What follows belongs to an exercise in optimizing a design on an open flow for small area, a short achievable clock period and few clock cycles; a production flow would make more cautious choices. At most, simulation tests tie the RTL to the original design; equivalence was not proved. No activity file was given, so power comes from the tool's default toggle rates.

==> run E: inputs <==
// upe_link
module upe_link (
    input  wire        clk,
    input  wire        rst,
    input  wire        strict,
    input  wire        rx_valid,
    input  wire [7:0]  rx_data,
    output wire        rx_ready,
    output reg         ro_valid,
    input  wire        ro_ready,
    output reg  [1:0]  ro_kind,
    output reg  [7:0]  ro_data,
    output wire [15:0] ro_crc_calc,
    output wire [15:0] ro_crc_recv,
    input  wire        ti_valid,
    input  wire [7:0]  ti_data,
    output wire        ti_ready,
    output reg         to_valid,
    input  wire        to_ready,
    output reg  [7:0]  to_data
);
    localparam [1:0] K_BYTE  = 2'd0;
    localparam [1:0] K_FRAME = 2'd1;
    localparam [1:0] K_DROP  = 2'd2;
    function [7:0] key;
        input [3:0] i;
        begin
            case (i)
                4'd0:    key = 8'h16;
                4'd1:    key = 8'h6C;
                4'd2:    key = 8'h14;
  ...
export LEC_CHECK = 0
export ABC_CLOCK_PERIOD_IN_PS = 2000
export CAP_MARGIN = 20
export CORE_MARGIN = 2
export CORE_UTILIZATION = 40
export SETUP_SLACK_MARGIN = 1.5
export SLEW_MARGIN = 20
create_clock -name core_clock -period 4.0 [get_ports {clk}]
standard.sh (not shown) runs the stock make flow with config.mk's settings and CLKGATE_MAP_FILE= SYNTH_SCRIPT=/design/flow/synth_recipe.tcl, a recipe that flattens the netlist after the stock synthesis.
==> flow/flow/run.sh <==
#!/bin/bash
# Standard layout, but let the resizer change a cell's footprint (so it can
# upsize gates and port buffers) and buffer the ports with buf_2.
set -euo pipefail
bash standard.sh MATCH_CELL_FOOTPRINT=0 'BUFFER_PORTS_ARGS=-buffer_cell sky130_fd_sc_hd__buf_2' finish > make_finish.log 2>&1
==> run M (differences from run E) <==
--- a/flow/design.v
+++ b/flow/design.v
@@ -78,11 +78,13 @@
     assign rx_ready    = !rsk_valid && !(stage[3] && ro_end);
     assign ro_crc_calc = crc_calc;
     assign ro_crc_recv = rcnt;
     wire       rx_take  = rx_valid && rx_ready;
     wire       ro_free  = !ro_valid || ro_ready;
-    wire [7:0] rx_plain = rx_data ^ key(rkidx);
+    wire [7:0]  rkey     = key(rkidx);
+    wire [7:0]  rx_plain = rx_data ^ rkey;
+    wire [15:0] crc_next = crc_update(ro_data, crc_calc);
     wire       crc_ok   = (crc_calc == rcnt);
     reg        rp;
     reg [1:0]  rp_kind;
     reg [7:0]  rp_data;
     always @(*) begin
@@ -119,11 +121,11 @@
             endcase
         end
     end
     always @(posedge clk) begin
         if (ro_new)
-            crc_calc <= crc_update(ro_data, crc_calc);
+            crc_calc <= crc_next;
         if (rx_take) begin
             case (stage)
                 S_LENLO: rcnt[7:0] <= rx_data;
                 S_LENHI: begin
                     rcnt[15:8] <= rx_data;
@@ -216,10 +218,12 @@
     reg        tsk_valid;
     reg [7:0]  tsk_data;
     wire to_free = !to_valid || to_ready;
     assign ti_ready = !tin[1] || (tstate[3] && !tsk_valid);
     wire tx_take = ti_valid && ti_ready;
+    wire [7:0]  tkey      = key(tkidx);
+    wire [15:0] tcrc_next = crc_update(ti_data, tcrc);
     reg       tg;
     reg [7:0] tg_data;
     always @(*) begin
         tg      = 1'b0;
         tg_data = 8'hAB;
@@ -241,19 +245,19 @@
                     tg      = tin[1];
                     tg_data = tcnt[15:8];
                 end
                 T_PAY: begin
                     tg      = ti_valid;
-                    tg_data = ti_data ^ key(tkidx);
+                    tg_data = ti_data ^ tkey;
                 end
                 T_K0: begin
                     tg      = 1'b1;
-                    tg_data = tcrc[7:0] ^ key(tkidx);
+                    tg_data = tcrc[7:0] ^ tkey;
                 end
                 T_K1: begin
                     tg      = 1'b1;
-                    tg_data = tcrc[15:8] ^ key(tkidx);
+                    tg_data = tcrc[15:8] ^ tkey;
                 end
                 T_DC: begin
                     tg      = 1'b1;
                     tg_data = 8'hDC;
                 end
@@ -280,11 +284,11 @@
         if (tg && tstate == T_L1) begin
             tkidx <= 4'd0;
             tcrc  <= 16'd0;
         end
         if (tg && tstate == T_PAY) begin
-            tcrc  <= crc_update(ti_data, tcrc);
+            tcrc  <= tcrc_next;
             tcnt  <= tcnt - 16'd1;
             tkidx <= tkidx + 4'd1;
         end
         if (tg && tstate == T_K0)
             tkidx <= tkidx + 4'd1;
==> flow/run.sh (new file) <==
#!/bin/bash
# synth_recipe.tcl (not shown) runs the flow's synth.tcl, then flattens the netlist and writes it again
# the make line also repeats each setting of config.mk as NAME=value (left out here)
make -C /OpenROAD-flow-scripts/flow DESIGN_CONFIG=/design/flow/config.mk WORK_HOME=/design/flow/orfs CLKGATE_MAP_FILE= SYNTH_SCRIPT=/design/flow/synth_recipe.tcl finish
removed: flow/flow/run.sh
removed: flow/standard.sh
==> summary of the runs <==
In synthesized area, run E and run M hardly differ. In run M the final cell count is higher than in run E, by 1.6%. In run E the maximum frequency is lower than in run M, by about 2.8%. Against run E, the total power of run M is lower by 2.9%.
==> figures <==
| metric | run E | run M |
|---|---|---|
| Outcome | timing/DRC/antenna clean | timing/DRC/antenna clean |
| Area enclosed by the die boundary | 21,800 um^2 | 21,800 um^2 |
| Share of final layout cell area taken by non-clock buffers | 0.0521 | 0.103 |
| Comb pwr share | 0.243 | 0.272 |
| Layout-to-synthesis area ratio | 1.173x | 1.238x |
| Power attributed to sequential cells | 1.96 mW | 1.98 mW |
| Wire per inst | 17.1 um | 18.2 um |
| Startpoint of the lowest-slack hold path | rsk_data[2] | ro_end |
| Achievable clock frequency | 0.391 GHz | 0.402 GHz |
| WL met1 | 10,200 um | 10,800 um |
Function was not checked in any run of this note: the RTL went through the layout flow alone.


==> try-willow: inputs <==
upe_link, a different RTL version from the one above (not shown whole).
Settings: LEC_CHECK=0, ABC_AREA=1, ABC_CLOCK_PERIOD_IN_PS=2000, CAP_MARGIN=20, CORE_MARGIN=2, CORE_UTILIZATION=55, CTS_BUF_LIST=sky130_fd_sc_hd__clkbuf_8, SETUP_SLACK_MARGIN=1.7, SLEW_MARGIN=20; clock period 4.0 ns.
==> flow/flow/run.sh <==
#!/bin/bash
# Standard layout, but let the resizer change a cell's footprint (so it can
# upsize gates and port buffers) and buffer the ports with buf_2.
set -euo pipefail
bash standard.sh MATCH_CELL_FOOTPRINT=0 'BUFFER_PORTS_ARGS=-buffer_cell sky130_fd_sc_hd__buf_2' finish > make_finish.log 2>&1
==> try-harbor (differences from try-willow) <==
--- a/flow/config.mk
+++ b/flow/config.mk
@@ -7,9 +7,8 @@
 export LEC_CHECK = 0
 export ABC_AREA = 1
 export ABC_CLOCK_PERIOD_IN_PS = 2000
 export CAP_MARGIN = 20
 export CORE_MARGIN = 2
-export CORE_UTILIZATION = 55
-export CTS_BUF_LIST = sky130_fd_sc_hd__clkbuf_8
+export CORE_UTILIZATION = 40
 export SETUP_SLACK_MARGIN = 1.7
 export SLEW_MARGIN = 20
==> try-juniper (differences from try-willow) <==
--- a/flow/design.v
+++ b/flow/design.v
@@ -19,32 +19,18 @@
     output reg  [7:0]  to_data
 );
     localparam [1:0] K_BYTE  = 2'd0;
     localparam [1:0] K_FRAME = 2'd1;
     localparam [1:0] K_DROP  = 2'd2;
-    localparam [15:0] KEY_B0 = 16'h7760;
-    localparam [15:0] KEY_B1 = 16'h3019;
-    localparam [15:0] KEY_B2 = 16'h065F;
-    localparam [15:0] KEY_B3 = 16'h4052;
-    localparam [15:0] KEY_B4 = 16'h1625;
-    localparam [15:0] KEY_B5 = 16'h431A;
-    localparam [15:0] KEY_B6 = 16'h4C8A;
-    localparam [15:0] KEY_B7 = 16'hC428;
+    localparam [127:0] KEY_TABLE = {
+        8'h80, 8'hE9, 8'h03, 8'h13, 8'h40, 8'hD5, 8'h35, 8'h21,
+        8'h40, 8'h0D, 8'h91, 8'h2E, 8'hE6, 8'h14, 8'h6C, 8'h16
+    };
     function [7:0] key;
         input [3:0] i;
         begin
-            key = {KEY_B7[i], KEY_B6[i], KEY_B5[i], KEY_B4[i],
-                   KEY_B3[i], KEY_B2[i], KEY_B1[i], KEY_B0[i]};
-        end
-    endfunction
-    function [15:0] dec16;
-        input [15:0] c;
-        integer k;
-        begin
-            dec16[0] = ~c[0];
-            for (k = 1; k < 16; k = k + 1)
-                dec16[k] = c[k] ^ ~|(c & ((16'd1 << k) - 16'd1));
+            key = KEY_TABLE[{i, 3'b000} +: 8];
         end
     endfunction
     function [15:0] crc_update;
         input [7:0]  b;
         input [15:0] crc;
@@ -69,31 +55,23 @@
     reg [3:0]  stage;
     reg [15:0] rcnt;
     reg [3:0]  rkidx;
     reg        rshort;
     reg [15:0] crc_calc;
-    reg        ro_new;       
     assign rx_ready    = !ro_valid || ro_ready;
     assign ro_crc_calc = crc_calc;
     assign ro_crc_recv = rcnt;
     wire       rx_take  = rx_valid && rx_ready;
-    wire [7:0]  rkey     = key(rkidx);
-    wire [7:0]  rx_plain = rx_data ^ rkey;
-    wire [15:0] crc_next = crc_update(ro_data, crc_calc);
-    wire [15:0] rcnt_dec = dec16(rcnt);
-    wire        crc_ok   = (crc_calc == rcnt);
+    wire [7:0] rx_plain = rx_data ^ key(rkidx);
+    wire       crc_ok   = (crc_calc == rcnt);
     always @(posedge clk) begin
         if (rst) begin
             stage    <= S_IDLE;
             ro_valid <= 1'b0;
-            ro_new   <= 1'b0;
         end else begin
             if (ro_valid && ro_ready)
                 ro_valid <= 1'b0;
-            ro_new <= rx_take && stage == S_PAYLOAD;
-            if (ro_new)
-                crc_calc <= crc_next;
             if (rx_take) begin
                 case (stage)
                     S_IDLE: begin
                         if (rx_data == 8'hAB)
                             stage <= S_SYNC2;
@@ -117,11 +95,12 @@
                             stage <= S_CKLO;
                         else
                             stage <= S_PAYLOAD;
                     end
                     S_PAYLOAD: begin
-                        rcnt     <= rcnt_dec;
+                        crc_calc <= crc_update(rx_plain, crc_calc);
+                        rcnt     <= rcnt - 16'd1;
                         rkidx    <= rkidx + 4'd1;
                         if (rcnt == 16'd1)
                             stage <= S_CKLO;
                         ro_valid <= 1'b1;
                         ro_kind  <= K_BYTE;
@@ -166,34 +145,32 @@
                     default: stage <= S_IDLE;
                 endcase
             end
         end
     end
-    localparam [3:0] T_AB   = 4'b0000;
-    localparam [3:0] T_CD   = 4'b0001;
-    localparam [3:0] T_L0   = 4'b0010;
-    localparam [3:0] T_L1   = 4'b0011;
-    localparam [3:0] T_PAY  = 4'b1000;
-    localparam [3:0] T_K0   = 4'b0100;
-    localparam [3:0] T_K1   = 4'b0101;
-    localparam [3:0] T_DC   = 4'b0110;
-    localparam [3:0] T_BA   = 4'b0111;
-    localparam [1:0] I_L0   = 2'b00;    
-    localparam [1:0] I_L1   = 2'b01;    
-    localparam [1:0] I_PAY  = 2'b10;    
-    localparam [1:0] I_HOLD = 2'b11;    
+    localparam [3:0] T_AB   = 4'd0;
+    localparam [3:0] T_CD   = 4'd1;
+    localparam [3:0] T_L0   = 4'd2;
+    localparam [3:0] T_L1   = 4'd3;
+    localparam [3:0] T_PAY  = 4'd4;
+    localparam [3:0] T_K0   = 4'd5;
+    localparam [3:0] T_K1   = 4'd6;
+    localparam [3:0] T_DC   = 4'd7;
+    localparam [3:0] T_BA   = 4'd8;
+    localparam [1:0] I_L0   = 2'd0;    
+    localparam [1:0] I_L1   = 2'd1;    
+    localparam [1:0] I_PAY  = 2'd2;    
+    localparam [1:0] I_HOLD = 2'd3;    
     reg [3:0]  tstate;
     reg [1:0]  tin;
     reg [15:0] tcnt;
     reg [3:0]  tkidx;
     reg [15:0] tcrc;
     wire out_free = !to_valid || to_ready;
-    assign ti_ready = !tin[1] || (tstate[3] && out_free);
+    assign ti_ready = (tin == I_L0) || (tin == I_L1) ||
+                      ((tin == I_PAY) && (tstate == T_PAY) && out_free);
     wire tx_take = ti_valid && ti_ready;
-    wire [7:0]  tkey      = key(tkidx);
-    wire [15:0] tcrc_next = crc_update(ti_data, tcrc);
-    wire [15:0] tcnt_dec  = dec16(tcnt);
     always @(posedge clk) begin
         if (rst) begin
             tstate   <= T_AB;
             tin      <= I_L0;
             to_valid <= 1'b0;
@@ -244,29 +221,29 @@
                         end
                     end
                     T_PAY: begin
                         if (tx_take) begin
                             to_valid <= 1'b1;
-                            to_data  <= ti_data ^ tkey;
-                            tcrc     <= tcrc_next;
-                            tcnt     <= tcnt_dec;
+                            to_data  <= ti_data ^ key(tkidx);
+                            tcrc     <= crc_update(ti_data, tcrc);
+                            tcnt     <= tcnt - 16'd1;
                             tkidx    <= tkidx + 4'd1;
                             if (tcnt == 16'd1) begin
                                 tin    <= I_L0;
                                 tstate <= T_K0;
                             end
                         end
                     end
                     T_K0: begin
                         to_valid <= 1'b1;
-                        to_data  <= tcrc[7:0] ^ tkey;
+                        to_data  <= tcrc[7:0] ^ key(tkidx);
                         tkidx    <= tkidx + 4'd1;
                         tstate   <= T_K1;
                     end
                     T_K1: begin
                         to_valid <= 1'b1;
-                        to_data  <= tcrc[15:8] ^ tkey;
+                        to_data  <= tcrc[15:8] ^ key(tkidx);
                         tstate   <= T_DC;
                     end
                     T_DC: begin
                         to_valid <= 1'b1;
                         to_data  <= 8'hDC;
==> flow/run.sh (new file) <==
#!/bin/bash
# synth_recipe.tcl (not shown) runs the flow's synth.tcl, then flattens the netlist and writes it again
# the make line also repeats each setting of config.mk as NAME=value (left out here)
make -C /OpenROAD-flow-scripts/flow DESIGN_CONFIG=/design/flow/config.mk WORK_HOME=/design/flow/orfs CLKGATE_MAP_FILE= SYNTH_SCRIPT=/design/flow/synth_recipe.tcl finish
==> flow/config.mk (replaced) <==
export PLATFORM = sky130hd
export DESIGN_NAME = upe_link
export DESIGN_NICKNAME = upe_link
export VERILOG_FILES = /design/flow/design.v
export SDC_FILE = /design/flow/constraint.sdc
export NUM_CORES = 4
export LEC_CHECK = 0
export ABC_CLOCK_PERIOD_IN_PS = 2000
export CAP_MARGIN = 20
export CORE_MARGIN = 2
export CORE_UTILIZATION = 40
export SETUP_SLACK_MARGIN = 1.5
export SLEW_MARGIN = 20
removed: flow/flow/run.sh
removed: flow/standard.sh
==> try-violet (differences from try-willow) <==
--- a/flow/config.mk
+++ b/flow/config.mk
@@ -7,9 +7,9 @@
 export LEC_CHECK = 0
 export ABC_AREA = 1
 export ABC_CLOCK_PERIOD_IN_PS = 2000
 export CAP_MARGIN = 20
 export CORE_MARGIN = 2
-export CORE_UTILIZATION = 55
+export CORE_UTILIZATION = 40
 export CTS_BUF_LIST = sky130_fd_sc_hd__clkbuf_8
-export SETUP_SLACK_MARGIN = 1.7
+export SETUP_SLACK_MARGIN = 2.0
 export SLEW_MARGIN = 20
==> comparison <==
Of try-willow and try-harbor, try-harbor has the higher clock-buffer cell count (gap 2). Total power, lowest first: try-juniper, try-willow, try-violet, try-harbor. In try-harbor the critical path depth is lower than in try-juniper, by 2. Against try-willow, the first-iteration DRC count of try-juniper is larger by 35%. In flip-flop and latch count, try-harbor and try-willow do not differ. try-juniper finished clean. try-harbor finished clean. try-violet finished clean. try-willow ran to the end with no violations.
==> figures <==
Worst path buffer plus inverter count: try-juniper 1; try-violet 3; try-harbor 3; try-willow 3
Top Usage Layer GRT: try-juniper met1; try-violet met2; try-harbor met2; try-willow met2
Maximum vdd drop: try-juniper 221 uV; try-violet 255 uV; try-harbor 333 uV; try-willow 205 uV
Simple-gate share of the synthesized area: try-juniper 21.0%; try-violet 27.4%; try-harbor 27.4%; try-willow 27.4%
Logic depth of the worst path, buffers included: try-juniper 8; try-violet 6; try-harbor 6; try-willow 6
Initial cell density of the core: try-juniper 41.2%; try-violet 40.8%; try-harbor 40.8%; try-willow 56.0%
Outcome: try-juniper timing/DRC/antenna clean; try-violet timing/DRC/antenna clean; try-harbor timing/DRC/antenna clean; try-willow timing/DRC/antenna clean
Flop pwr share: try-juniper 38.2%; try-violet 40.8%; try-harbor 40.4%; try-willow 41.9%
Final instance count without filler cells: try-juniper 1,130; try-violet 1,291; try-harbor 1,257; try-willow 1,205
Met1 Track Usage GR: try-juniper 33.0%; try-violet 29.9%; try-harbor 28.8%; try-willow 37.6%
Leading cell type in the layout, fill and taps excluded: try-juniper sky130_fd_sc_hd__nor2_1; try-violet sky130_fd_sc_hd__nand2_1; try-harbor sky130_fd_sc_hd__nand2_1; try-willow sky130_fd_sc_hd__nand2_1
Testbench counts of try-willow, summed over its fixed seeds: cycles 28,518.
Testbench counts of try-harbor, summed over its fixed seeds: cycles 28,518.
Testbench counts of try-violet, summed over its fixed seeds: cycles 28,518.
The RTL of try-juniper was laid out without a check of its function.

## separate check: timing with driven ports
Ports are ideal in the flow. The routed layouts listed here were re-timed in OpenROAD. Step 1 assumes that a clkbuf_16 drives the clock port and a buf_2 every other input. Step 2 times the ports against the registers' clock, not the clock port: input delays grow and output delays shrink by t, the midpoint of the rising clock arrivals with the driver on. a / b / c = ideal ports / drivers / drivers and shift; a / b = the first two.
run | shift t [ns] | slack for setup (ns) | latest minus earliest clock arrival (ns)
run E | 0.462 | 1.441 / 1.441 / 1.149 | 0.012 / 0.011
run M | 0.468 | 1.512 / 1.512 / 1.077 | 0.009 / 0.009
try-willow | 0.427 | 1.783 / 1.764 / 1.488 | 0.011 / 0.011
try-harbor | 0.393 | 1.788 / 1.767 / 1.426 | 0.013 / 0.013
try-juniper | 0.394 | 1.367 / 1.347 / 1.120 | 0.008 / 0.008
try-violet | 0.421 | 1.935 / 1.896 / 1.564 | 0.021 / 0.021
After both steps setup and hold are still met in every run listed. The setup slack of run M, which loses most, moves by 0.000 ns with the drivers and by -0.435 ns with both steps.
